This design comes from an exercise in tuning for small area, a short achievable clock period and few clock cycles on the open sky130 flow, not from production work.
At most, simulation tests tie the RTL to the original design; equivalence was not proved.
No functional check of the RTL was part of run 1.
Power and IR drop assume default switching activity.

==> flow/design.v (outline; a module is shown in full before it is edited, if it fits) <==
// module sieve_engine: 1651 lines
module sieve_engine (
    input  wire        clk,
    input  wire        rst_n,
    input  wire        reg_we,
    input  wire [8:0]  reg_addr,
    input  wire [63:0] reg_wdata,
    output reg  [63:0] reg_rdata,
    input  wire [2:0]  win_addr,
    output wire [63:0] win_rdata,
    output wire        irq
);
  // ...
==> flow/flow/run.sh <==
#!/bin/bash
# The standard ORFS layout (the standard.sh), with two changes to how it is
# made: the port buffers that global placement inserts are plain buffers
# (buf_4) rather than the default pick, and timing repair aims for a larger
# setup margin. The SDC, clock period and every other step are unchanged.
set -euo pipefail
bash standard.sh "BUFFER_PORTS_ARGS=-buffer_cell sky130_fd_sc_hd__buf_4" SETUP_SLACK_MARGIN=5 finish > make.log 2>&1
==> flow/standard.sh <==
#!/bin/bash
# synth_recipe.tcl (not shown) runs the flow's synth.tcl, then flattens the netlist and writes it again
# the make line also repeats each setting of config.mk as NAME=value (left out here)
make -C /OpenROAD-flow-scripts/flow DESIGN_CONFIG=/design/flow/config.mk WORK_HOME=/design/flow/orfs CLKGATE_MAP_FILE= SYNTH_SCRIPT=/design/flow/synth_recipe.tcl "${@:-finish}"
==> flow/config.mk <==
export PLATFORM = sky130hd
export DESIGN_NAME = sieve_engine
export DESIGN_NICKNAME = sieve_engine
export VERILOG_FILES = /design/flow/design.v
export SDC_FILE = /design/flow/constraint.sdc
export NUM_CORES = 8
export LEC_CHECK = 0
export CAP_MARGIN = 20
export CORE_MARGIN = 2
export CORE_UTILIZATION = 45
export SETUP_SLACK_MARGIN = 5
export SLEW_MARGIN = 20
export SYNTH_MEMORY_MAX_BITS = 16384
==> flow/constraint.sdc <==
create_clock -name core_clock -period 12.0 [get_ports {clk}]
set_input_delay 2.4000 -clock core_clock [delete_from_list [all_inputs] [get_ports {clk}]]
set_output_delay 2.4000 -clock core_clock [all_outputs]
set_load 0.01 [all_outputs]
==> results.toml, run 1 <==
[synth]
yosys-top-cells-area = "dfrtp_1 (17%), ha_1 (7.2%), a21oi_1 (6.4%)"
synth-main-ff-cell = "dfrtp_1"
synthesis.nets = 7760
synth-simple-area-share_pct = 21.6

[cells_and_area]
drive_above_1_share_pct = 17.3
fin_cells = 9006
fin_util_pct = 53.4
synthToLayoutAreaGrowth_pct = 17.5
sh_seq_area_pct = 19.5

[worst_hold_path]
worstHoldStart = "segsize[54]"

[sta]
slew_headroom_pct = 13.3
drv_slew = 0

[clocking]
cts_inserted_buffers = 54
cts.sinks = 483
cts_hold_buffers = 0

[placement]
place_ws_ns = 1.62
gp_congestion = 1.10

[pwr]
p_seq_uw = 1730
power_frac_clock_pct = 13.8
vdd_ir_drop_max_mv = 0.721
p_sw_uw = 5840
totalPowerFinal_uw = 12900

[run_status]
outcome = "no timing/DRC/antenna violations"

[global_route]
overflow = 0

[floorplanning]
io-pin-count = 208
==> inputs of run 2 (changes only) <==
--- a/flow/design.v
+++ b/flow/design.v
@@ -733,26 +733,26 @@
         reg [3:0] r, d, g, p, o, k, qq;
         reg       c;
         begin
             r = rd[7:4];
             d = rd[3:0];
             g = r & d;
             p = r ^ d;
             o = r | d;
-            c = g[3] | (o[3] & g[2]) | (o[3] & o[2] & g[1]) | (o[3] & o[2] & o[1] & o[0]);
+            c = (o[3] & o[2] & o[1] & o[0]) | (o[3] & o[2] & g[1]) | (o[3] & g[2]) | g[3];
             k[0] = c;
-            k[1] = g[0] | (o[0] & g[3]) | (o[0] & o[3] & g[2]) | (o[0] & o[3] & o[2] & g[1]) |
-                   (o[0] & o[3] & o[2] & o[1]);
-            k[2] = g[1] | (o[1] & g[0]) | (o[1] & o[0] & c);
-            k[3] = g[2] | (o[2] & g[1]) | (o[2] & o[1] & g[0]) | (o[2] & o[1] & o[0] & c);
+            k[1] = (o[0] & o[3] & o[2] & o[1]) | (o[0] & o[3] & o[2] & g[1]) | (o[0] & o[3] & g[2]) |
+                   (o[0] & g[3]) | g[0];
+            k[2] = (o[1] & o[0] & c) | (o[1] & g[0]) | g[1];
+            k[3] = (o[2] & o[1] & o[0] & c) | (o[2] & o[1] & g[0]) | (o[2] & g[1]) | g[2];
             qq[0] = r[0] ^ c;
-            qq[1] = r[1] ^ (c & r[0]);
-            qq[2] = r[2] ^ (c & r[0] & r[1]);
-            qq[3] = r[3] ^ (c & r[0] & r[1] & r[2]);
+            qq[1] = r[1] ^ (r[0] & c);
+            qq[2] = r[2] ^ ((r[0] & r[1]) & c);
+            qq[3] = r[3] ^ ((r[0] & r[1] & r[2]) & c);
             step15 = {qq, p ^ k};
         end
     endfunction
     wire [63:0] cls_a  = {2'b00, arg0[63:2]};
     wire [3:0]  cls_c  = arg0[1] ? 4'd2 : 4'd3;
     wire [16:0] cls_bw;                   
     wire [15:0] cls_nz;                   
     wire [63:0] cls_y;
@@ -765,34 +765,41 @@
             if (gd == 0) begin : g_d0
                 assign cls_y[3:0] = cls_a[3:0] - cls_c;
             end else begin : g_dn
                 assign cls_y[4*gd+3:4*gd] = cls_a[4*gd+3:4*gd] - {3'd0, cls_bw[gd]};
                 assign cls_bw[gd + 1] = cls_bw[1] & (&cls_nz[gd:1]);
             end
         end
     endgenerate
-    wire [1:0]  cls_g  = busy ? cls_ph : 2'd3;
+    wire [63:0] cls_sc = {res1_hi[2:0], res0, 2'b00} >> 2;
     reg  [15:0] cls_dg;
     always @(*) begin
-        case (cls_g)
-            2'd0:    cls_dg = cls_y[15:0];
-            2'd1:    cls_dg = cls_y[31:16];
-            2'd2:    cls_dg = cls_y[47:32];
-            default: cls_dg = cls_y[63:48];
+        case (cls_ph)
+            2'd0:    cls_dg = cls_sc[15:0];
+            2'd1:    cls_dg = cls_sc[31:16];
+            2'd2:    cls_dg = cls_sc[47:32];
+            default: cls_dg = {2'b00, res1_hi[2:0], res0[58:48]};
         endcase
     end
     wire [3:0]  cls_rr [0:4];
     wire [15:0] cls_qd;
-    assign cls_rr[4] = busy ? res1_lo[5:2] : 4'd0;
+    assign cls_rr[4] = (cls_ph == 2'd3) ? 4'd0 : res1_lo[5:2];
     generate
-        for (gd = 3; gd >= 0; gd = gd - 1) begin : g_cls
-            wire [7:0] st = step15({cls_rr[gd + 1], cls_dg[4*gd+3:4*gd]});
-            assign cls_qd[4*gd+3:4*gd] = st[7:4];
-            assign cls_rr[gd] = st[3:0];
+        for (gd = 1; gd >= 0; gd = gd - 1) begin : g_cls
+            wire [3:0] dh  = cls_dg[8*gd+7:8*gd+4];
+            wire [3:0] dl  = cls_dg[8*gd+3:8*gd];
+            wire [7:0] sp  = step15({(&dh) ? 4'd0 : dh, dl});     
+            wire [7:0] sth = step15({cls_rr[2*gd + 2], dh});
+            wire [7:0] stl = step15({sth[3:0], dl});
+            wire [7:0] stp = step15({cls_rr[2*gd + 2], sp[3:0]});
+            assign cls_qd[8*gd+7:8*gd+4] = sth[7:4];
+            assign cls_qd[8*gd+3:8*gd]   = stl[7:4];
+            assign cls_rr[2*gd + 1] = sth[3:0];
+            assign cls_rr[2*gd]     = stp[3:0];
         end
     endgenerate
     wire [5:0]  cls_r   = {cls_rr[0], arg0[1] ^ 1'b1, arg0[0]};
     wire [4:0]  cls_map = rmap(cls_r);
     wire        cls_lo  = (~|arg0[63:4]) && (arg0[3:0] < 4'd10);
     wire [58:0] cls_res0 = cls_lo ? 59'd0 : {res0[58:16], cls_qd};
     wire [16:0] cls_res1 = cls_lo ? 17'h10000
                                   : {5'd0, cls_map[3:0], cls_map[4], 1'b0, cls_r};
@@ -1374,17 +1381,17 @@
     assign wt[5] = (wt_key == 10'd32) | (wt_key == 10'd95) | (wt_key == 10'd96);
     integer gi;
     always @(posedge clk) begin
         if (!ngroups[3]) begin
             g_pc[ngroups[2:0]]    <= p_pc;
             g_first[ngroups[2:0]] <= nrecords[6:0];
         end
         if (issue)
-            cls_ph <= 2'd2;
+            cls_ph <= 2'd3;
         else if (busy)
             cls_ph <= cls_ph - 2'd1;
         if (issue) begin
             pj   <= {ri_g, ri_loc};
             psel <= w[9:8];
             ppc  <= (opc == 8'h06) ? ri_pc : rg_pc;
             pe   <= sv_e;
             pseg <= sv_segs;
@@ -1451,18 +1458,18 @@
                 if (!legal) begin
                     errcode <= E_ILLEGAL;
                 end else begin
                     case (opc)
                     8'h00: errcode <= E_OK;                            
                     8'h01: begin                                       
                         busy         <= 1'b1;
                         done         <= 1'b0;
-                        res0[58:48]  <= cls_qd[10:0];
-                        res1_lo[5:2] <= cls_rr[0];
+                        res0         <= cls_y[58:0];
+                        res1_hi[2:0] <= cls_y[61:59];
                     end
                     8'h02: begin                                       
                         if (cfg_arg || cfg_nomem) begin
                             errcode  <= cfg_arg ? E_ARG : E_NOMEM;
                             limit    <= 11'd0;
                             nblocks  <= 6'd0;
                             segsize  <= 64'd0;
                             segbase  <= 6'd0;
@@ -1596,17 +1603,19 @@
                         res1_hi <= 5'd0;
                     end
                 end
                 default: begin
                     if (cls_ph != 2'd0) begin
                         busy         <= 1'b1;
                         done         <= 1'b0;
                         res1_lo[5:2] <= cls_rr[0];
-                        if (cls_ph == 2'd2)
+                        if (cls_ph == 2'd3)
+                            res0[58:48] <= cls_qd[10:0];
+                        else if (cls_ph == 2'd2)
                             res0[47:32] <= cls_qd;
                         else
                             res0[31:16] <= cls_qd;
                     end else begin
                         res0    <= cls_res0;
                         res1_lo <= cls_res1;
                         res1_hi <= 5'd0;
                     end
==> flow/run.sh (new file) <==
#!/bin/bash
# synth_recipe.tcl (not shown) runs the flow's synth.tcl, then flattens the netlist and writes it again
# the make line also repeats each setting of config.mk as NAME=value (left out here)
make -C /OpenROAD-flow-scripts/flow DESIGN_CONFIG=/design/flow/config.mk WORK_HOME=/design/flow/orfs CLKGATE_MAP_FILE= SYNTH_SCRIPT=/design/flow/synth_recipe.tcl finish
==> flow/config.mk (replaced) <==
export PLATFORM = sky130hd
export DESIGN_NAME = sieve_engine
export DESIGN_NICKNAME = sieve_engine
export VERILOG_FILES = /design/flow/design.v
export SDC_FILE = /design/flow/constraint.sdc
export NUM_CORES = 8
export LEC_CHECK = 0
export CAP_MARGIN = 20
export CORE_MARGIN = 2
export CORE_UTILIZATION = 40
export SETUP_SLACK_MARGIN = 5
export SLEW_MARGIN = 20
export SYNTH_MEMORY_MAX_BITS = 16384
removed: flow/flow/run.sh
removed: flow/standard.sh
==> run 2 against run 1 <==
  * Area after synthesis increased by 0.34%
  * Die area increased by 13%
  * Highest routed layer unchanged
  * Cell count increased by 5.9%
  * Critical endpoint is now win_rdata[20]
  * Hold slack improved by 0.0037 ns
==> results.toml, run 2 <==
[floorplanning]
die_y_um = 377
core_sq_um = 138000
die_area_sq_um = 142000
io-pin-count = 208
die_w_um = 377
rows = 136
initial_core_util_pct = 40.4

[detailed_routing]
drt_iter0_markers = 11885
wirelength_um = 353000
drt-met1-wl_um = 125000
wl_met3_um = 50200
routed_via_density = 7.29
ant_nets = 0
drc = 0
top_layer_used = "met5"
post_drt_wl_per_cell_um = 37.0
drt_first_pass_iters = 21
vias = 69579
wl_met2_um = 141000

[cells_and_area]
layout_commonest_cell = "nand2_1"
top_regs = "arg0 x64, arg1 x64, segsize x64"
drive_above_1_share_pct = 19.7
most-common-layout-cells = "nand2_1 (867), a21oi_1 (733), nor2_1 (546), buf_4 (431), o21ai_0 (417)"
synthToLayoutAreaGrowth_pct = 25.3
layout.nets = 8210

[run_status]
outcome = "no timing/DRC/antenna violations"

[clocking]
clockBufferDepth = 3
path_clk_slew_ns = 0.06
cts_root_buf = "clkbuf_16"
cts_max_level = 2
cts_tree = "built"
cts_inserted_buffers = 55
cts_hold_buffers = 0
cts.sinks = 483
clkLatencyLatePin_ns = 0.70

[sta]
finalHoldViolations = 0
final.setup.tns_ns = 0
fmax_ghz = 0.139
layout_worst_path_cycle_share_pct = 60.0
whs_ns = 0.505
worstMarginPinSlew_ns = 1.30
setup_viol = 0
rsz0062_at_grt = "yes"
slew_headroom_pct = 12.9
final.min_clock_period_ns = 7.20
clock-skew-final_ns = 0.0424
drv_slew = 0

[synth]
synth-xor-area-share_pct = 3.02
syn-instance-count = 7382
synth_edf_count = 115
yosys.area_share.adder_pct = 12.3
ys_types = 110
yosys-top-cells-area = "dfrtp_1 (16%), ha_1 (7.4%), a21oi_1 (7.2%)"
synthDominantCellAreaShare_pct = 16.5
postSynthAreaPerCell_sq_um = 7.54
synth_top_family_by_area = "compound AO/OA/AOI/OAI gates"
synthesis.nets = 7921
ys_top_cells_by_count = "nand2_1 (905), a21oi_1 (805), nor2_1 (620)"
yosysMostFrequentCell = "nand2_1"
synthArstFlopShare_pct = 75.8
synth-main-ff-cell = "dfrtp_1"
yosysTopAreaCell = "dfrtp_1"
yosysWarnings = 1
synth-simple-area-share_pct = 20.9
ys_ff_latch = 483
synth_compound_area_share_pct = 30.7
syn-cell-area_sq_um = 55700
seq_area_frac_synth_pct = 22.7
synth.mux.area_fraction_pct = 3.41

[pwr]
swShare_pct = 40.7
p_sw_uw = 2640
power_frac_clock_pct = 30.9
p_leak_uw = 0.0286
p_per_area_nw_per_um2 = 93.0
vdd_ir_drop_max_mv = 0.127
seqPwrFrac_pct = 26.7
internal-power_uw = 3840
pwr-share-comb_pct = 42.4

[worst_setup_path]
crit_path_max_fanout = 8
cpPeakStageDelay_ns = 0.59
crit_type = "in2out"
crit_slowest_cell = "a221oi_4"
cp_data_arrival_time_ns = 4.80
end_kind = "output port"
crit_buf_inv = 7
cp-start-kind = "primary input"
path_common_cell = "buf_12"
cp.depth = 13
cp_top_family = "buffers and inverters"
ff2ff_path_depth = 21
cp.required_ns = 9.60
crit_chain = "buf_8 -> buf_12 -> clkinvlp_4 -> buf_12 -> nor2_4 -> a221o_1 -> o31ai_1 -> nand2_1 -> o221ai_2 -> buf_6 -> buf_12 -> a221oi_4 -> buf_2"

[placement]
gp_congestion = 1.11
io_buffers = 207
dp.final_hpwl_um = 240000

[worst_hold_path]
hold_class = "reg2reg"
hold_path_depth = 1

[global_route]
grt_max_degree = 158
grt_pass1_wl_um = 495000
grt_usage_pct = 48.0
antenna_found_initial = 23
overflow = 0
grt_pass1_vias = 64506

[flow_run]
max-cap-violations = 0
run 2: cell types whose count changed in the layout (fill, tap and decap cells not counted), moves of 33 or more:
cell,delta
clkdlybuf4s50_1,+67
a21oi_1,+65
nor2_1,-75
o21ai_0,+33
buf_6,+35
mux2i_1,-61
buf_4,-99
nand2_1,+119
a22oi_1,-45
buf_2,+59
run 2: worst paths after layout:
check / from / end / slack (ns)
worst max-delay path: win_addr[1] / win_rdata[20] / 4.80
worst min-delay path: segsize[54] / segsize[54] / 0.50
worst max register to register: nblocks[1] / res1_lo[5] / 4.83
worst min register to register: segsize[54] / segsize[54] / 0.50
max in group asynchronous: rst_n / arg0[7] / 8.74
min in group asynchronous: rst_n / arg1[41] / 1.71
run 2: repair_timing:
item | in CTS | in global routing
setup buffers | 221 | 98
gates resized for setup | 985 | 346
cloned | 39 | 8
pin swaps | 167 | 163
endpoints found under the setup margin | 197 | 178
run 2: cells by family (layout without fill, tap and decap cells):
logic type	after synthesis	in the layout
muxes	154	154
buffers and inverters	981	1306
adders and majority gates	470	470
xor gates and xnor gates	190	190
DFF	483	483
and+or+nand+nor	2483	2487
AOI/OAI and AO/OA	2621	2627
other	0	28
run 2: metal layers:
layer / GRT usage, % / up-vias
met2: 67.9 / 6245
met5: 0.755 / -
met4: 36.3 / 16
met3: 19.1 / 1894
met1: 58.0 / 33491
li1: - / 27933
run 2: metrics by stage:
step | util (%) | area, sq um | instances | power [uW] | setup slack [ns]
global route | 50.5 | 69600 | 9516 | 6590 | 4.69
CTS | 48.8 | 67200 | 9397 | 6080 | 4.87
finish | 50.6 | 69700 | 9539 | 6480 | 4.80
floorplan | - | 55800 | 7382 | 2990 | 5.00
detailed placement | 43.5 | 60000 | 9034 | 3850 | 2.91
global placement | 43.5 | 59900 | 9033 | 3860 | 2.96
run 2: area by class of cell:
cell class,instances,area [sq um]
fill,13357,68100
sequential,483,12700
timing repair buffer,823,8330
clock inverter,35,538
clock buffer,68,1560
timing repair inverter,1,5.00
multi-input combinational,5928,42800
antenna,28,70.1
inverter,379,1460
tap,1794,2240
run 2: power by group through the flow:
stage | clock network, uW | logic, uW | registers (uW)
after global routing | 2070 | 2790 | 1730
final | 2000 | 2750 | 1730
after detailed placement | 0 | 2090 | 1760
after floorplan | 0 | 1250 | 1740
after CTS | 2010 | 2340 | 1730
after global placement | 0 | 2100 | 1760
Testbench counts of run 2, summed over its fixed seeds: cycles 1,228.

afterwards: timing with drivers on the ports:
The flow's constraints put no driver on any port. The routed layouts listed below were extracted and timed again, unchanged, in two steps.
Step 1: set_driving_cell puts a clkbuf_16 on clk and a buf_2 on each other input, an assumption about the parent block.
Step 2 adds t to the input delays and takes it off the output delays; t is the mean of the earliest and latest rising clock arrival at the registers after step 1. Input paths then give back, and output paths get back, about the clock's delay inside the block.
a / b / c = no drivers / after step 1 / after step 2; a / b = the first two.
run | t, ns | slack for setup (ns) | worst data-port slew with drivers (ns) | pins driven straight from the clock port
run 1 | 0.727 | 3.100 / 3.100 / 3.100 | 0.15 | 1
run 2 | 0.755 | 4.796 / 4.740 / 4.356 | 0.06 | 1
After both steps every run listed still meets setup and hold. For run 2, which loses most, drivers alone change the setup slack by -0.056 ns; drivers and shift together by -0.440 ns.
